This is an optimization exercise on Yosys and OpenROAD, whose aim is small area, not a production implementation.
The RTL was checked by simulation tests, not by an equivalence proof against the original design.

==> job 6611 <==
Design angers_ctrl, start of the top module:
module angers_ctrl (
    input  wire        clk,
    input  wire        rst,
    input  wire        cmd_valid,
    input  wire [31:0] cmd,
    output wire        cmd_ready,
    output wire        busy,
    output wire [31:0] result,
    output wire        ser_tx,
    input  wire        ser_rx,
    output wire        pot_dq,
    output wire [1:0]  pot_clk,
    output wire [1:0]  pot_rst,
    output wire        adc_en_o,
    output wire [3:0]  adc_mux,
    output wire        adc_start,
    input  wire        adc_done,
    input  wire [9:0]  adc_value,
    input  wire [3:0]  btn,
    input  wire        tach,
    output wire        fan_pwm
);
clock: 1000.0 ns
lec_check: 0
abc_area: 1
cap_margin: 20
core_margin: 2
core_utilization: 40
cts_buf_list: sky130_fd_sc_hd__clkbuf_8
cts_cluster_diameter: 80
cts_cluster_size: 18
slew_margin: 20
run.sh (not shown) runs the stock make flow with config.mk's settings and CLKGATE_MAP_FILE= SYNTH_SCRIPT=/design/flow/synth_recipe.tcl, a recipe that flattens the netlist after the stock synthesis.
==> inputs of job 9394, as changes to job 6611 <==
==> flow/flow/run.sh (new file) <==
#!/bin/bash
# Own layout flow: the standard flow, with two changes.
#  1. Synthesis is the standard synthesis, except that ABC maps the logic
#     with an area script (flow/abc_area.script) that does no buffering or
#     sizing; the registers are untouched.
#  2. Port buffers are the smallest buffer, sky130_fd_sc_hd__buf_1.
# Each tool's output goes to a log file of its own in this folder.
set -euo pipefail
W=$(pwd)
rm -rf "$W/flow_scripts"
cp -r "$FLOW_HOME/scripts" "$W/flow_scripts"
cp "$W/flow/abc_area.script" "$W/flow_scripts/abc_area.script"
SCRIPTS_DIR="$W/flow_scripts" bash "$W/standard.sh" synth > "$W/synth.log" 2>&1
BUFFER_PORTS_ARGS="-buffer_cell sky130_fd_sc_hd__buf_1" bash "$W/standard.sh" > "$W/layout.log" 2>&1
==> flow/flow/abc_area.script (new file) <==
strash
dch
map -a
mfs2
strash
dch
map -a
topo
==> flow/standard.sh (new file) <==
#!/bin/bash
# synth_recipe.tcl (not shown) runs the flow's synth.tcl, then flattens the netlist and writes it again
# the make line also repeats each setting of config.mk as NAME=value (left out here)
make -C /OpenROAD-flow-scripts/flow DESIGN_CONFIG=/design/flow/config.mk WORK_HOME=/design/flow/orfs CLKGATE_MAP_FILE= SYNTH_SCRIPT=/design/flow/synth_recipe.tcl "${@:-finish}"
Settings changed: CTS_BUF_LIST sky130_fd_sc_hd__clkbuf_8 to sky130_fd_sc_hd__clkbuf_16, CTS_CLUSTER_SIZE 18 to 28.
removed: flow/run.sh
==> inputs of job 2520, as changes to job 6611 <==
--- a/flow/design.v
+++ b/flow/design.v
@@ -298,146 +298,15 @@
             default: ;
         endcase
     end
     wire print    = (op == O_PRINT);
     wire cell_end = (tick == 5'd25);
     wire pot_ph2  = (tick == 5'd2);
-    reg [5:0] pot_step;
-    always @(*) begin
-        case (cmd_b[6:0])
-            7'd0: pot_step = 6'd63;
-            7'd1: pot_step = 6'd62;
-            7'd2: pot_step = 6'd61;
-            7'd3: pot_step = 6'd61;
-            7'd4: pot_step = 6'd60;
-            7'd5: pot_step = 6'd59;
-            7'd6: pot_step = 6'd59;
-            7'd7: pot_step = 6'd58;
-            7'd8: pot_step = 6'd57;
-            7'd9: pot_step = 6'd57;
-            7'd10: pot_step = 6'd56;
-            7'd11: pot_step = 6'd56;
-            7'd12: pot_step = 6'd55;
-            7'd13: pot_step = 6'd54;
-            7'd14: pot_step = 6'd54;
-            7'd15: pot_step = 6'd53;
-            7'd16: pot_step = 6'd52;
-            7'd17: pot_step = 6'd52;
-            7'd18: pot_step = 6'd51;
-            7'd19: pot_step = 6'd51;
-            7'd20: pot_step = 6'd50;
-            7'd21: pot_step = 6'd49;
-            7'd22: pot_step = 6'd49;
-            7'd23: pot_step = 6'd48;
-            7'd24: pot_step = 6'd47;
-            7'd25: pot_step = 6'd47;
-            7'd26: pot_step = 6'd46;
-            7'd27: pot_step = 6'd45;
-            7'd28: pot_step = 6'd45;
-            7'd29: pot_step = 6'd44;
-            7'd30: pot_step = 6'd44;
-            7'd31: pot_step = 6'd43;
-            7'd32: pot_step = 6'd42;
-            7'd33: pot_step = 6'd42;
-            7'd34: pot_step = 6'd41;
-            7'd35: pot_step = 6'd40;
-            7'd36: pot_step = 6'd40;
-            7'd37: pot_step = 6'd39;
-            7'd38: pot_step = 6'd39;
-            7'd39: pot_step = 6'd38;
-            7'd40: pot_step = 6'd37;
-            7'd41: pot_step = 6'd37;
-            7'd42: pot_step = 6'd36;
-            7'd43: pot_step = 6'd35;
-            7'd44: pot_step = 6'd35;
-            7'd45: pot_step = 6'd34;
-            7'd46: pot_step = 6'd34;
-            7'd47: pot_step = 6'd33;
-            7'd48: pot_step = 6'd32;
-            7'd49: pot_step = 6'd32;
-            7'd50: pot_step = 6'd31;
-            7'd51: pot_step = 6'd30;
-            7'd52: pot_step = 6'd30;
-            7'd53: pot_step = 6'd29;
-            7'd54: pot_step = 6'd28;
-            7'd55: pot_step = 6'd28;
-            7'd56: pot_step = 6'd27;
-            7'd57: pot_step = 6'd27;
-            7'd58: pot_step = 6'd26;
-            7'd59: pot_step = 6'd25;
-            7'd60: pot_step = 6'd25;
-            7'd61: pot_step = 6'd24;
-            7'd62: pot_step = 6'd23;
-            7'd63: pot_step = 6'd23;
-            7'd64: pot_step = 6'd22;
-            7'd65: pot_step = 6'd22;
-            7'd66: pot_step = 6'd21;
-            7'd67: pot_step = 6'd20;
-            7'd68: pot_step = 6'd20;
-            7'd69: pot_step = 6'd19;
-            7'd70: pot_step = 6'd18;
-            7'd71: pot_step = 6'd18;
-            7'd72: pot_step = 6'd17;
-            7'd73: pot_step = 6'd17;
-            7'd74: pot_step = 6'd16;
-            7'd75: pot_step = 6'd15;
-            7'd76: pot_step = 6'd15;
-            7'd77: pot_step = 6'd14;
-            7'd78: pot_step = 6'd13;
-            7'd79: pot_step = 6'd13;
-            7'd80: pot_step = 6'd12;
-            7'd81: pot_step = 6'd11;
-            7'd82: pot_step = 6'd11;
-            7'd83: pot_step = 6'd10;
-            7'd84: pot_step = 6'd10;
-            7'd85: pot_step = 6'd9;
-            7'd86: pot_step = 6'd8;
-            7'd87: pot_step = 6'd8;
-            7'd88: pot_step = 6'd7;
-            7'd89: pot_step = 6'd6;
-            7'd90: pot_step = 6'd6;
-            7'd91: pot_step = 6'd5;
-            7'd92: pot_step = 6'd5;
-            7'd93: pot_step = 6'd4;
-            7'd94: pot_step = 6'd3;
-            7'd95: pot_step = 6'd3;
-            7'd96: pot_step = 6'd2;
-            7'd97: pot_step = 6'd1;
-            7'd98: pot_step = 6'd1;
-            7'd99: pot_step = 6'd0;
-            7'd100: pot_step = 6'd0;
-            7'd101: pot_step = 6'd0;
-            7'd102: pot_step = 6'd0;
-            7'd103: pot_step = 6'd0;
-            7'd104: pot_step = 6'd0;
-            7'd105: pot_step = 6'd0;
-            7'd106: pot_step = 6'd0;
-            7'd107: pot_step = 6'd0;
-            7'd108: pot_step = 6'd0;
-            7'd109: pot_step = 6'd0;
-            7'd110: pot_step = 6'd0;
-            7'd111: pot_step = 6'd0;
-            7'd112: pot_step = 6'd0;
-            7'd113: pot_step = 6'd0;
-            7'd114: pot_step = 6'd0;
-            7'd115: pot_step = 6'd0;
-            7'd116: pot_step = 6'd0;
-            7'd117: pot_step = 6'd0;
-            7'd118: pot_step = 6'd0;
-            7'd119: pot_step = 6'd0;
-            7'd120: pot_step = 6'd0;
-            7'd121: pot_step = 6'd0;
-            7'd122: pot_step = 6'd0;
-            7'd123: pot_step = 6'd0;
-            7'd124: pot_step = 6'd0;
-            7'd125: pot_step = 6'd0;
-            7'd126: pot_step = 6'd0;
-            7'd127: pot_step = 6'd0;
-            default: pot_step = 6'd0;
-        endcase
-    end
+    wire [6:0]  pot_vol  = (cmd_b[6:0] > 7'd100) ? 7'd100 : cmd_b[6:0];
+    wire [12:0] pot_prod = (13'd100 - {6'd0, pot_vol}) * 13'd63;
+    wire [12:0] pot_q    = pot_prod / 13'd100;
     reg        adc_en;
     reg  [3:0] adc_mux_r;
     reg        adc_flag;
     reg  [9:0] adc_data;
     reg  [3:0] btn_prev;
     reg  [12:0] res_lo;
@@ -446,13 +315,16 @@
     assign adc_mux   = adc_mux_r;
     assign adc_start = (st == S_ADC2);
     assign result    = {15'd0, res16, 3'd0, res_lo};
     assign pot_dq  = (st == S_POT) & byte_r[0];
     assign pot_rst = (st == S_POT) ? (cmd_a[0] ? 2'b10 : 2'b01) : 2'b00;
     assign pot_clk = (tick == 5'd1) ? pot_rst : 2'b00;
-    always @(*) adc_data = {cmd_c0, last, byte_r};
+    always @(posedge clk) begin
+        if (adc_done)
+            adc_data <= adc_value;
+    end
     reg        res_we;
     reg [13:0] res_d;     
     always @(*) begin
         res_we = 1'b1;
         res_d  = 14'd0;
         case (st)
@@ -517,13 +389,13 @@
                             last     <= 1'b0;
                             ser_tx_r <= 1'b0;
                             st       <= S_SEQ;
                         end
                         O_RXRD: if (!rx_avail) st <= S_RXW;
                         O_POT: begin
-                            byte_r <= {1'b0, cmd_c0, pot_step};
+                            byte_r <= {1'b0, cmd_c0, pot_q[5:0]};
                             tick   <= 5'd0;
                             cel   <= 7'd0;
                             st     <= S_POT;
                         end
                         O_ADC: begin
                             if (adc_en) begin
@@ -540,15 +412,13 @@
                     if (!cell_end) begin
                         tick <= tick + 5'd1;
                     end else begin
                         tick <= 5'd0;
                         cel <= cel + 7'd1;
                         if (!in_wait && cel != 7'd9) begin
-                            ser_tx_r <= cel[3] | byte_r[0];
-                            if (!cel[3])
-                                byte_r <= {byte_r[0], byte_r[7:1]};
+                            ser_tx_r <= (cel == 7'd8) ? 1'b1 : byte_r[cel[2:0]];
                         end else if (in_wait ? (cel == 7'd127) : 1'b1) begin
                             if (print) begin
                                 if (last)
                                     st <= S_IDLE;
                                 else begin
                                     cel     <= 7'd0;
@@ -585,17 +455,14 @@
                         cel   <= cel + 7'd1;
                         if (cel[3:0] == 4'd15)
                             st <= S_IDLE;
                     end else
                         tick <= tick + 5'd1;
                 end
-                S_ADC1, S_ADC2, S_ADC3: begin
-                    st <= (st == S_ADC1) ? S_ADC2 : adc_flag ? S_IDLE : S_ADC3;
-                    if (adc_done)
-                        {cmd_c0, last, byte_r} <= adc_value;
-                end
+                S_ADC1: st <= S_ADC2;
+                S_ADC2, S_ADC3: st <= adc_flag ? S_IDLE : S_ADC3;
                 S_RXW: if (rx_avail) st <= S_IDLE;
                 default: st <= S_IDLE;
             endcase
         end
     end
 endmodule
Settings changed: CTS_BUF_LIST sky130_fd_sc_hd__clkbuf_8 to not set, CTS_CLUSTER_DIAMETER 80 to not set, CTS_CLUSTER_SIZE 18 to not set.
==> notes <==
Job 2520 completed without violations. Job 6611 ran to the end with no violations. Job 9394 went through all stages and came out clean.
In flip-flop and latch count, job 9394 and job 6611 do not differ.
Of job 2520 and job 9394, job 9394 has the higher register-to-register slack (gap 2.7 ns).
Worst hold slack, highest first: job 6611, job 9394, job 2520.
First-iteration DRC count: job 9394 is lower than job 6611 (1.3%).
Fmax: job 9394 < job 6611 < job 2520.
Clock skew, lowest first: job 6611, job 2520, job 9394.
In job 9394 the die area is smaller than in job 6611, by 4.4%.
In job 6611 the critical path depth is lower than in job 9394, by 11.
The highest non-clock buffer count belongs to job 9394, the lowest to job 6611.
The highest routed wire length belongs to job 2520, the lowest to job 9394.
==> figures <==
|  | job 9394 | job 6611 | job 2520 |
|---|---|---|---|
| Status | timing/DRC/antenna clean | timing/DRC/antenna clean | timing/DRC/antenna clean |
| Count of multi-input gates | 1237 | 1332 | 1457 |
| Final Routed Wirelength | 41400 um | 43000 um | 43700 um |
| Area added between synthesis and finish | 11.2% | 9.73% | 15.1% |
| Met1 demand-to-capacity share in global routing | 24.5% | 25.3% | 23.8% |
| Post-synthesis instance area | 0.0173 sq mm | 0.0181 sq mm | 0.0195 sq mm |
| Cell Rows | 76 | 77 | 80 |
| Routed length per instance | 15.7 um | 15.8 um | 14.5 um |
| Category of the most critical setup path | in2reg | reg2out | reg2out |
| Worst slew slack as a fraction of its limit | 28.7% | 36.0% | 32.2% |
| Floorplan die area | 0.0449 sq mm | 0.0470 sq mm | 0.0504 sq mm |
| Shortest period the worst path allows | 203.62 ns | 203.00 ns | 202.97 ns |
| Layout Skew | 0.0305 ns | 0.0186 ns | 0.0228 ns |
| Logic depth of the worst register-to-register path | 33 | 27 | 52 |
| Cell with the most instances after synthesis | sky130_fd_sc_hd__dfxtp_1 | sky130_fd_sc_hd__dfxtp_1 | sky130_fd_sc_hd__nand2_1 |
| Hold_ws | 0.319 ns | 0.325 ns | 0.310 ns |
| Arithmetic-cell share of the synthesized area counting full adders, half adders and majority gates | 4.08% | 3.90% | 7.28% |
| Endpoint type of the worst setup path | flip-flop | primary output | primary output |
| Simple logic cell fraction of the synthesized area | 14.4% | 17.5% | 17.6% |

[separate check: timing with driven ports]
The flow's constraints put no driver on any port. The routed layouts listed below were extracted and timed again, unchanged, in two steps. Step 1, drivers: a clkbuf_16 drives clk and a buf_2 each remaining input, both assumed. Step 2, shift: input delay + t, output delay - t, t = (earliest + latest rising clock arrival at the registers) / 2. This alone moves slack from input paths to output paths. a / b / c = no drivers / after step 1 / after step 2; a / b = the first two.
run | shift t [ns] | setup slack, ns | clock arrival spread, ns | worst data-port slew with drivers (ns) | pins driven straight from the clock port
job 6611 | 0.693 | 796.996 / 796.948 / 796.423 | 0.018 / 0.018 | 0.05 | 1
job 9394 | 0.616 | 796.378 / 796.396 / 795.780 | 0.036 / 0.036 | 0.05 | 1
job 2520 | 0.613 | 797.026 / 796.972 / 797.044 | 0.024 / 0.024 | 0.06 | 1
After both steps setup and hold are still met in every run listed. For job 9394, which loses most, drivers alone change the setup slack by +0.018 ns; drivers and shift together by -0.598 ns.
